From an optimization exercise on the open Yosys and OpenROAD flow, aimed at small area and a short achievable clock period; shortcuts taken in it are not production practice.
Where RTL was checked, it was by simulation tests only, not by an equivalence proof against the original.
Power and IR drop assume default switching activity.

north:
==> flow/design.v (excerpt) <==
module sfs (
    input  wire        clk,
    input  wire        rst,         
    input  wire        clr,         
    input  wire        in_valid,
    input  wire [7:0]  in_data,
    output wire        in_ready,
    output wire        res_valid,
    output wire [1:0]  res_kind,    
    output wire [31:0] res_idx,
    output wire [15:0] res_x,
    output wire [15:0] res_y,
    output wire [15:0] res_z,
    output wire [31:0] res_ax,
    output wire [31:0] res_ay,
    output wire [31:0] res_az,
    output wire [31:0] res_loss,
    input  wire        cfg_we,
    input  wire [2:0]  cfg_addr,
    input  wire [31:0] cfg_wdata,
    output reg  [31:0] cfg_rdata
);
clock: 12.0 ns
lec_check: 0
cap_margin: 10
core_margin: 2
core_utilization: 65
cts_buf_list: sky130_fd_sc_hd__clkbuf_4
cts_cluster_size: 16
place_density: 0.75
setup_slack_margin: 5
slew_margin: 10
synth_hierarchical: 1
synth_minimum_keep_size: 0
standard.sh (not shown) runs the stock make flow with config.mk's settings and CLKGATE_MAP_FILE= SYNTH_SCRIPT=/design/flow/synth_recipe.tcl, a recipe that flattens the netlist after the stock synthesis.
==> flow/flow/run.sh <==
#!/bin/bash
# Layout flow: the standard ORFS flow (standard.sh, standard synthesis
# unchanged), with these changes to how the layout is made:
#  - the port buffers that buffer_ports adds are the smallest buffer cell
#    (every input and output still gets its own buffer);
#  - clock tree synthesis inserts no dummy loads.
# make's full output goes to standard.log in the folder this runs in; ORFS
# writes each step's own log under orfs/logs.
set -euo pipefail
bash standard.sh \
    "BUFFER_PORTS_ARGS=-buffer_cell sky130_fd_sc_hd__buf_1" \
    SETUP_SLACK_MARGIN=6 \
    "CTS_ARGS=-sink_clustering_enable -repair_clock_nets -dont_use_dummy_load -sink_clustering_size 16 -buf_list sky130_fd_sc_hd__clkbuf_4" \
    finish > standard.log 2>&1
Setup changes, north to south
--- a/flow/design.v
+++ b/flow/design.v
@@ -29,17 +29,17 @@
     localparam [2:0] REG_LOSS_TOTAL = 3'd4;
     reg [2:0]  pos;           
     reg [7:0]  buf0, buf1, buf2, buf3, buf4;    
     reg [31:0] idx;           
     reg        idx_wrap;      
     reg [31:0] loss_run;      
     reg [31:0] loss_total;    
     reg [15:0] scale_num;     
-    sfs_ready u_ready (.rst(rst), .clr(clr), .ready(in_ready));
+    assign in_ready = ~(rst | clr);
     wire accept  = in_valid & ~rst & ~clr;
     wire at_sync = (pos == 3'd0);
     wire is_sync = (in_data == SYNC_VALUE);
     wire at_emit = (pos == 3'd6);
     wire op_sync = accept & at_sync &  is_sync;
     wire op_lost = accept & at_sync & ~is_sync;
     wire op_data = accept & (pos >= 3'd1) & (pos <= 3'd5);
     wire op_emit = accept & at_emit;
@@ -77,71 +77,72 @@
     always @(*) cfg_rdata = rd_data;
     wire run_clear = rst | clr;
     always @(posedge clk) begin
         idx        <= (idx ^ (idx_t & {32{op_emit}})) & {32{~run_clear}};
         idx_wrap   <= (idx_wrap | (op_emit & (&idx))) & ~run_clear;
         loss_run   <= (loss_run ^ (loss_run_t & {32{loss_run_go}})) & {32{~(run_clear | op_emit)}};
         loss_total <= (loss_total ^ (loss_total_t & {32{loss_total_go}})) & {32{~run_clear}};
     end
-    wire [15:0] scale_next = rst ? SCALE_RESET :
-                             (cfg_we && cfg_addr == REG_SCALE) ? cfg_wdata[15:0] : scale_num;
     always @(posedge clk) begin
-        scale_num <= scale_next;
         if (rst) begin
             pos        <= 3'd0;
+            scale_num  <= SCALE_RESET;
         end else begin
             if (clr) begin
                 pos        <= 3'd0;
             end else begin
                 if (op_sync)
                     pos <= 3'd1;
                 if (op_data)
                     pos <= pos + 3'd1;
                 if (op_emit)
                     pos <= 3'd0;
             end
+            if (cfg_we && cfg_addr == REG_SCALE)
+                scale_num <= cfg_wdata[15:0];
         end
     end
     reg [7:0]  d5;            
+    reg [15:0] s_hold;        
     always @(posedge clk) begin
         if (pos == 3'd1) buf0 <= in_data;
         if (pos == 3'd2) buf1 <= in_data;
         if (pos == 3'd3) buf2 <= in_data;
         if (pos == 3'd4) buf3 <= in_data;
         if (pos == 3'd5) buf4 <= in_data;
-        if (at_emit)     d5   <= in_data;
+        if (at_emit) begin
+            d5     <= in_data;
+            s_hold <= scale_num;
+        end
     end
     reg [2:0] k1, k2, k3, k4, k5, k6;
     wire [2:0] k0 = op_emit ? 3'b110 :
                     op_lost ? 3'b101 :
                     accept  ? 3'b100 :
                     (clr & ~rst) ? 3'b001 : 3'b000;
     always @(posedge clk) begin
         if (rst) begin
-            k1 <= 3'b001; k2 <= 3'd0; k3 <= 3'd0;
+            k1 <= 3'd0; k2 <= 3'd0; k3 <= 3'd0;
             k4 <= 3'd0; k5 <= 3'd0; k6 <= 3'd0;
         end else begin
             k1 <= k0; k2 <= k1; k3 <= k2;
             k4 <= k3; k5 <= k4; k6 <= k5;
         end
     end
     wire st1 = k1[1];
     wire st2 = k2[1];
     wire st3 = k3[1];
     wire st4 = k4[1];
     wire st5 = k5[1];
-    reg [15:0] s_hold;
-    always @(posedge clk)
-        if (!(op_emit | st1 | st2 | st3 | st4)) s_hold <= scale_next;
     wire        hi     = st1 | st3 | st5;
     wire [7:0]  m_b    = st1 ? buf1 : st2 ? buf2 : st3 ? buf3 :
                          st4 ? buf4 : st5 ? d5 : buf0;
     wire        m_prev = (st1 & buf0[7]) | (st3 & buf2[7]) | (st5 & buf4[7]);
-    wire [15:0] m_s    = s_hold;
+    wire [15:0] m_s    = (st1 | st2 | st3 | st4 | st5) ? s_hold : scale_num;
     reg  [23:0] q;                     
     wire [15:0] m_a    = q[23:8] & {16{hi}};
     wire [23:0] m_o;
     sfs_mac u_mac (.b(m_b), .prev(m_prev), .s(m_s), .a(m_a), .o(m_o));
     reg [7:0]  ax_lo, ay_lo, az_lo;
     reg [23:0] ax_hi, ay_hi;
     reg [7:0]  x0_keep, x1_keep, y0_keep, y1_keep;    
     always @(posedge clk) begin
@@ -160,35 +161,34 @@
     end
     reg [31:0] r;
     wire [31:0] r_t   = chain(r);
     wire        r_sat = &r;
     wire [31:0] r_inc = (r ^ r_t) | {32{r_sat}};
     wire        r_zero = k6[1] | (~k6[2] & k6[0]);    
     wire        r_step = k6[2] & k6[0] & ~r_sat;       
     always @(posedge clk) begin
-        if (at_emit)
+        if (rst)
+            r <= 32'd0;
+        else if (at_emit)
             r <= idx;
         else
             r <= (r ^ (r_t & {32{r_step}})) & {32{~r_zero}};
     end
     assign res_valid = k6[2] & ~rst;
     assign res_kind  = k6[1:0];
     assign res_idx   = r;
     assign res_loss  = r_inc;
     assign res_x     = {x1_keep, x0_keep};
     assign res_y     = {y1_keep, y0_keep};
     assign res_z     = {d5, buf4};
     assign res_ax    = {ax_hi, ax_lo};
     assign res_ay    = {ay_hi, ay_lo};
     assign res_az    = {q, az_lo};
 endmodule
-module sfs_ready (input wire rst, input wire clr, output wire ready);
-    assign ready = ~(rst | clr);
-endmodule
 module sfs_rd5 #(parameter W = 4) (
     input  wire [2:0]   addr,
     input  wire         rst,
     input  wire [W-1:0] v0, v1, v2, v3, v4,
     output wire [W-1:0] y
 );
     wire s0 = ~rst & (addr == 3'd0);
     wire s1 = ~rst & (addr == 3'd1);
### Flow results
Dominant combinational cell family by area after synthesis: compound AO/OA/AOI/OAI gates -> north, simple AND/OR/NAND/NOR gates -> south. Taking north as the reference, in south share of final layout cell area taken by clock buffers and inverters did not really move, worst vdd rail ir drop went up about 20%. From north to south the numbers moved as follows: clock power share climbed 0.2 points, met1 wire length barely changed, combinational cell fraction of total power climbed 0.2 points.
No run of this note included a check of the RTL's function; only the layout flow was run.

sfs with an RTL version that a note above also has.
Size: ~1,800 cells after synthesis, roughly 360 flip-flops.
export LEC_CHECK = 0
export CAP_MARGIN = 20
export CORE_MARGIN = 2
export CORE_UTILIZATION = 65
export CTS_BUF_LIST = sky130_fd_sc_hd__clkbuf_4
export CTS_CLUSTER_SIZE = 16
export PLACE_DENSITY = 0.75
export SETUP_SLACK_MARGIN = 5
export SLEW_MARGIN = 20
export SYNTH_HIERARCHICAL = 1
export SYNTH_MINIMUM_KEEP_SIZE = 0
create_clock -name core_clock -period 12.0 [get_ports {clk}]
Scripts as last shown in full above: flow/flow/run.sh
The baseline ran to the end with no violations.
Rerun with:
--- a/flow/design.v
+++ b/flow/design.v
@@ -77,47 +77,43 @@
     always @(*) cfg_rdata = rd_data;
     wire run_clear = rst | clr;
     always @(posedge clk) begin
         idx        <= (idx ^ (idx_t & {32{op_emit}})) & {32{~run_clear}};
         idx_wrap   <= (idx_wrap | (op_emit & (&idx))) & ~run_clear;
         loss_run   <= (loss_run ^ (loss_run_t & {32{loss_run_go}})) & {32{~(run_clear | op_emit)}};
         loss_total <= (loss_total ^ (loss_total_t & {32{loss_total_go}})) & {32{~run_clear}};
     end
+    wire [15:0] scale_next = rst ? SCALE_RESET :
+                             (cfg_we && cfg_addr == REG_SCALE) ? cfg_wdata[15:0] : scale_num;
     always @(posedge clk) begin
+        scale_num <= scale_next;
         if (rst) begin
             pos        <= 3'd0;
-            scale_num  <= SCALE_RESET;
         end else begin
             if (clr) begin
                 pos        <= 3'd0;
             end else begin
                 if (op_sync)
                     pos <= 3'd1;
                 if (op_data)
                     pos <= pos + 3'd1;
                 if (op_emit)
                     pos <= 3'd0;
             end
-            if (cfg_we && cfg_addr == REG_SCALE)
-                scale_num <= cfg_wdata[15:0];
         end
     end
     reg [7:0]  d5;            
-    reg [15:0] s_hold;        
     always @(posedge clk) begin
         if (pos == 3'd1) buf0 <= in_data;
         if (pos == 3'd2) buf1 <= in_data;
         if (pos == 3'd3) buf2 <= in_data;
         if (pos == 3'd4) buf3 <= in_data;
         if (pos == 3'd5) buf4 <= in_data;
-        if (at_emit) begin
-            d5     <= in_data;
-            s_hold <= scale_num;
-        end
+        if (at_emit)     d5   <= in_data;
     end
     reg [2:0] k1, k2, k3, k4, k5, k6;
     wire [2:0] k0 = op_emit ? 3'b110 :
                     op_lost ? 3'b101 :
                     accept  ? 3'b100 :
                     (clr & ~rst) ? 3'b001 : 3'b000;
     always @(posedge clk) begin
         if (rst) begin
@@ -128,21 +124,24 @@
             k4 <= k3; k5 <= k4; k6 <= k5;
         end
     end
     wire st1 = k1[1];
     wire st2 = k2[1];
     wire st3 = k3[1];
     wire st4 = k4[1];
     wire st5 = k5[1];
+    reg [15:0] s_hold;
+    always @(posedge clk)
+        if (!(op_emit | st1 | st2 | st3 | st4)) s_hold <= scale_next;
     wire        hi     = st1 | st3 | st5;
     wire [7:0]  m_b    = st1 ? buf1 : st2 ? buf2 : st3 ? buf3 :
                          st4 ? buf4 : st5 ? d5 : buf0;
     wire        m_prev = (st1 & buf0[7]) | (st3 & buf2[7]) | (st5 & buf4[7]);
-    wire [15:0] m_s    = (st1 | st2 | st3 | st4 | st5) ? s_hold : scale_num;
+    wire [15:0] m_s    = s_hold;
     reg  [23:0] q;                     
     wire [15:0] m_a    = q[23:8] & {16{hi}};
     wire [23:0] m_o;
     sfs_mac u_mac (.b(m_b), .prev(m_prev), .s(m_s), .a(m_a), .o(m_o));
     reg [7:0]  ax_lo, ay_lo, az_lo;
     reg [23:0] ax_hi, ay_hi;
     reg [7:0]  x0_keep, x1_keep, y0_keep, y1_keep;    
     always @(posedge clk) begin
The changed run finished with timing, DRC and antenna clean.
Combinational power is lower by a few percent.
Routed wire length is lower by a few percent.
Critical path depth is lower by 1.
Cell area is lower slightly.
Hold slack got worse by 38 ps.
Sequential cell count does not change.
Final cell count is lower slightly.
Clock-buffer cell count stays the same.
Utilization is lower by 0.96 points.
The RTL of the first run of this note was laid out without a check of its function.

run 1:
sfs, a different RTL version from the one above (not shown whole).
For scale: ~360 flip-flops, ~290 I/O pins, about 19000 µm² of cells after synthesis.
Settings: LEC_CHECK=0, CAP_MARGIN=10, CORE_MARGIN=2, CORE_UTILIZATION=65, CTS_BUF_LIST=sky130_fd_sc_hd__clkbuf_4, CTS_CLUSTER_SIZE=16, PLACE_DENSITY=0.75, SETUP_SLACK_MARGIN=5, SLEW_MARGIN=10, SYNTH_HIERARCHICAL=1, SYNTH_MINIMUM_KEEP_SIZE=0; clock period 12.0 ns.
Scripts as last shown in full above: flow/flow/run.sh
Modified inputs, run 2 compared to run 1
--- a/flow/design.v
+++ b/flow/design.v
@@ -31,13 +31,13 @@
     reg [7:0]  buf0, buf1, buf2, buf3, buf4;    
     reg [31:0] idx;           
     reg        idx_wrap;      
     reg [31:0] loss_run;      
     reg [31:0] loss_total;    
     reg [15:0] scale_num;     
-    sfs_ready u_ready (.rst(rst), .clr(clr), .ready(in_ready));
+    assign in_ready = ~(rst | clr);
     wire accept  = in_valid & ~rst & ~clr;
     wire at_sync = (pos == 3'd0);
     wire is_sync = (in_data == SYNC_VALUE);
     wire at_emit = (pos == 3'd6);
     wire op_sync = accept & at_sync &  is_sync;
     wire op_lost = accept & at_sync & ~is_sync;
@@ -61,25 +61,22 @@
     wire loss_run_go   = op_lost & ~(&loss_run);
     wire loss_total_go = op_lost & ~(&loss_total);
     wire [31:0] rd_data;
     sfs_rd5 #(.W(4)) u_rd0 (.addr(cfg_addr), .rst(rst),
         .v0(scale_num[3:0]), .v1({idx_wrap, pos}), .v2(idx[3:0]),
         .v3(loss_run[3:0]), .v4(loss_total[3:0]), .y(rd_data[3:0]));
-    genvar gs;
-    generate
-        for (gs = 1; gs < 4; gs = gs + 1) begin : g_rd4
-            sfs_rd4 #(.W(4)) u_rd (.addr(cfg_addr), .rst(rst),
-                .v0(scale_num[4*gs +: 4]), .v2(idx[4*gs +: 4]),
-                .v3(loss_run[4*gs +: 4]), .v4(loss_total[4*gs +: 4]), .y(rd_data[4*gs +: 4]));
-        end
-        for (gs = 4; gs < 8; gs = gs + 1) begin : g_rd3
-            sfs_rd3 #(.W(4)) u_rd (.addr(cfg_addr), .rst(rst),
-                .v2(idx[4*gs +: 4]), .v3(loss_run[4*gs +: 4]), .v4(loss_total[4*gs +: 4]),
-                .y(rd_data[4*gs +: 4]));
-        end
-    endgenerate
+    sfs_rd4 #(.W(6)) u_rd1 (.addr(cfg_addr), .rst(rst),
+        .v0(scale_num[9:4]), .v2(idx[9:4]),
+        .v3(loss_run[9:4]), .v4(loss_total[9:4]), .y(rd_data[9:4]));
+    sfs_rd4 #(.W(6)) u_rd2 (.addr(cfg_addr), .rst(rst),
+        .v0(scale_num[15:10]), .v2(idx[15:10]),
+        .v3(loss_run[15:10]), .v4(loss_total[15:10]), .y(rd_data[15:10]));
+    sfs_rd3 #(.W(8)) u_rd3 (.addr(cfg_addr), .rst(rst),
+        .v2(idx[23:16]), .v3(loss_run[23:16]), .v4(loss_total[23:16]), .y(rd_data[23:16]));
+    sfs_rd3 #(.W(8)) u_rd4 (.addr(cfg_addr), .rst(rst),
+        .v2(idx[31:24]), .v3(loss_run[31:24]), .v4(loss_total[31:24]), .y(rd_data[31:24]));
     always @(*) cfg_rdata = rd_data;
     wire run_clear = rst | clr;
     always @(posedge clk) begin
         idx        <= (idx ^ (idx_t & {32{op_emit}})) & {32{~run_clear}};
         idx_wrap   <= (idx_wrap | (op_emit & (&idx))) & ~run_clear;
         loss_run   <= (loss_run ^ (loss_run_t & {32{loss_run_go}})) & {32{~(run_clear | op_emit)}};
@@ -117,13 +114,13 @@
     wire [2:0] k0 = op_emit ? 3'b110 :
                     op_lost ? 3'b101 :
                     accept  ? 3'b100 :
                     (clr & ~rst) ? 3'b001 : 3'b000;
     always @(posedge clk) begin
         if (rst) begin
-            k1 <= 3'b001; k2 <= 3'd0; k3 <= 3'd0;
+            k1 <= 3'd0; k2 <= 3'd0; k3 <= 3'd0;
             k4 <= 3'd0; k5 <= 3'd0; k6 <= 3'd0;
         end else begin
             k1 <= k0; k2 <= k1; k3 <= k2;
             k4 <= k3; k5 <= k4; k6 <= k5;
         end
     end
@@ -165,13 +162,15 @@
     wire [31:0] r_t   = chain(r);
     wire        r_sat = &r;
     wire [31:0] r_inc = (r ^ r_t) | {32{r_sat}};
     wire        r_zero = k6[1] | (~k6[2] & k6[0]);    
     wire        r_step = k6[2] & k6[0] & ~r_sat;       
     always @(posedge clk) begin
-        if (at_emit)
+        if (rst)
+            r <= 32'd0;
+        else if (at_emit)
             r <= idx;
         else
             r <= (r ^ (r_t & {32{r_step}})) & {32{~r_zero}};
     end
     assign res_valid = k6[2] & ~rst;
     assign res_kind  = k6[1:0];
@@ -181,15 +180,12 @@
     assign res_y     = {y1_keep, y0_keep};
     assign res_z     = {d5, buf4};
     assign res_ax    = {ax_hi, ax_lo};
     assign res_ay    = {ay_hi, ay_lo};
     assign res_az    = {q, az_lo};
 endmodule
-module sfs_ready (input wire rst, input wire clr, output wire ready);
-    assign ready = ~(rst | clr);
-endmodule
 module sfs_rd5 #(parameter W = 4) (
     input  wire [2:0]   addr,
     input  wire         rst,
     input  wire [W-1:0] v0, v1, v2, v3, v4,
     output wire [W-1:0] y
 );
==> comparison <==
- Run 2 vs run 1, die area went up by 140 µm².
- There was hardly any difference in number of design-rule violations left by the first detailed-router iteration between run 1 and run 2.
- Run 2 and run 1 ended up with roughly the same total power of the final layout.
- Top metal layer carrying routed signals = met5: run 1; top metal layer carrying routed signals = met4: run 2
- Comparing the two runs side by side, run 2 comes out ahead of run 1 on final wirelength.
- On final-layout clock-cell area share, run 2 and run 1 are basically level.
- In run 2 the fraction of the cycle the final worst path needs turned out 0.65 points lower than in run 1.
- Delta (run 2 minus run 1): clock power has decreased, first-pass GRT wire length has decreased.
- Number of buffers inserted to repair setup after CTS is higher on run 1
- As far as sequential share of layout area is concerned, run 1 and run 2 perform about the same.
- Pre-CTS setup slack in run 2 is 0.039 ns lower than in run 1
For run 1, only the layout was checked, not whether the RTL still works.

[separate check: timing with driven ports]
In the flow no input, the clock included, has a driving cell. The finished layouts below were timed again as built, in two steps.
Step 1 (the two cells are an assumption about what drives the block):
set clk [get_ports {clk}]
set_driving_cell -lib_cell sky130_fd_sc_hd__clkbuf_16 $clk
set_driving_cell -lib_cell sky130_fd_sc_hd__buf_2 [delete_from_list [all_inputs] $clk]
Step 2 moves the port delays by t, midway between the first and last clock arrival at a register: inputs arrive t later, outputs are due t later. That takes back most of the time a late clock gives input paths.
a / b / c = no drivers / after step 1 / after step 2; a / b = the first two.
run | t, ns | setup slack, ns | hold slack, ns | pins driven straight from the clock port
north | 0.750 | 6.010 / 5.991 / 5.991 | 0.438 / 0.438 / 0.438 | 1
south | 0.760 | 6.009 / 5.982 / 5.982 | 0.428 / 0.428 / 0.428 | 1
the first run of note 2 | 0.763 | 6.011 / 5.983 / 5.983 | 0.429 / 0.429 / 0.429 | 1
the second run of note 2 | 0.717 | 5.998 / 5.978 / 5.978 | 0.391 / 0.391 / 0.391 | 1
run 1 | 0.724 | 5.949 / 5.927 / 5.927 | 0.393 / 0.393 / 0.393 | 1
run 2 | 0.717 | 6.026 / 6.005 / 6.005 | 0.396 / 0.396 / 0.396 | 1
After both steps every run listed still meets setup and hold. The setup slack of the first run of note 2, which loses most, moves by -0.028 ns with the drivers and by -0.028 ns with both steps.
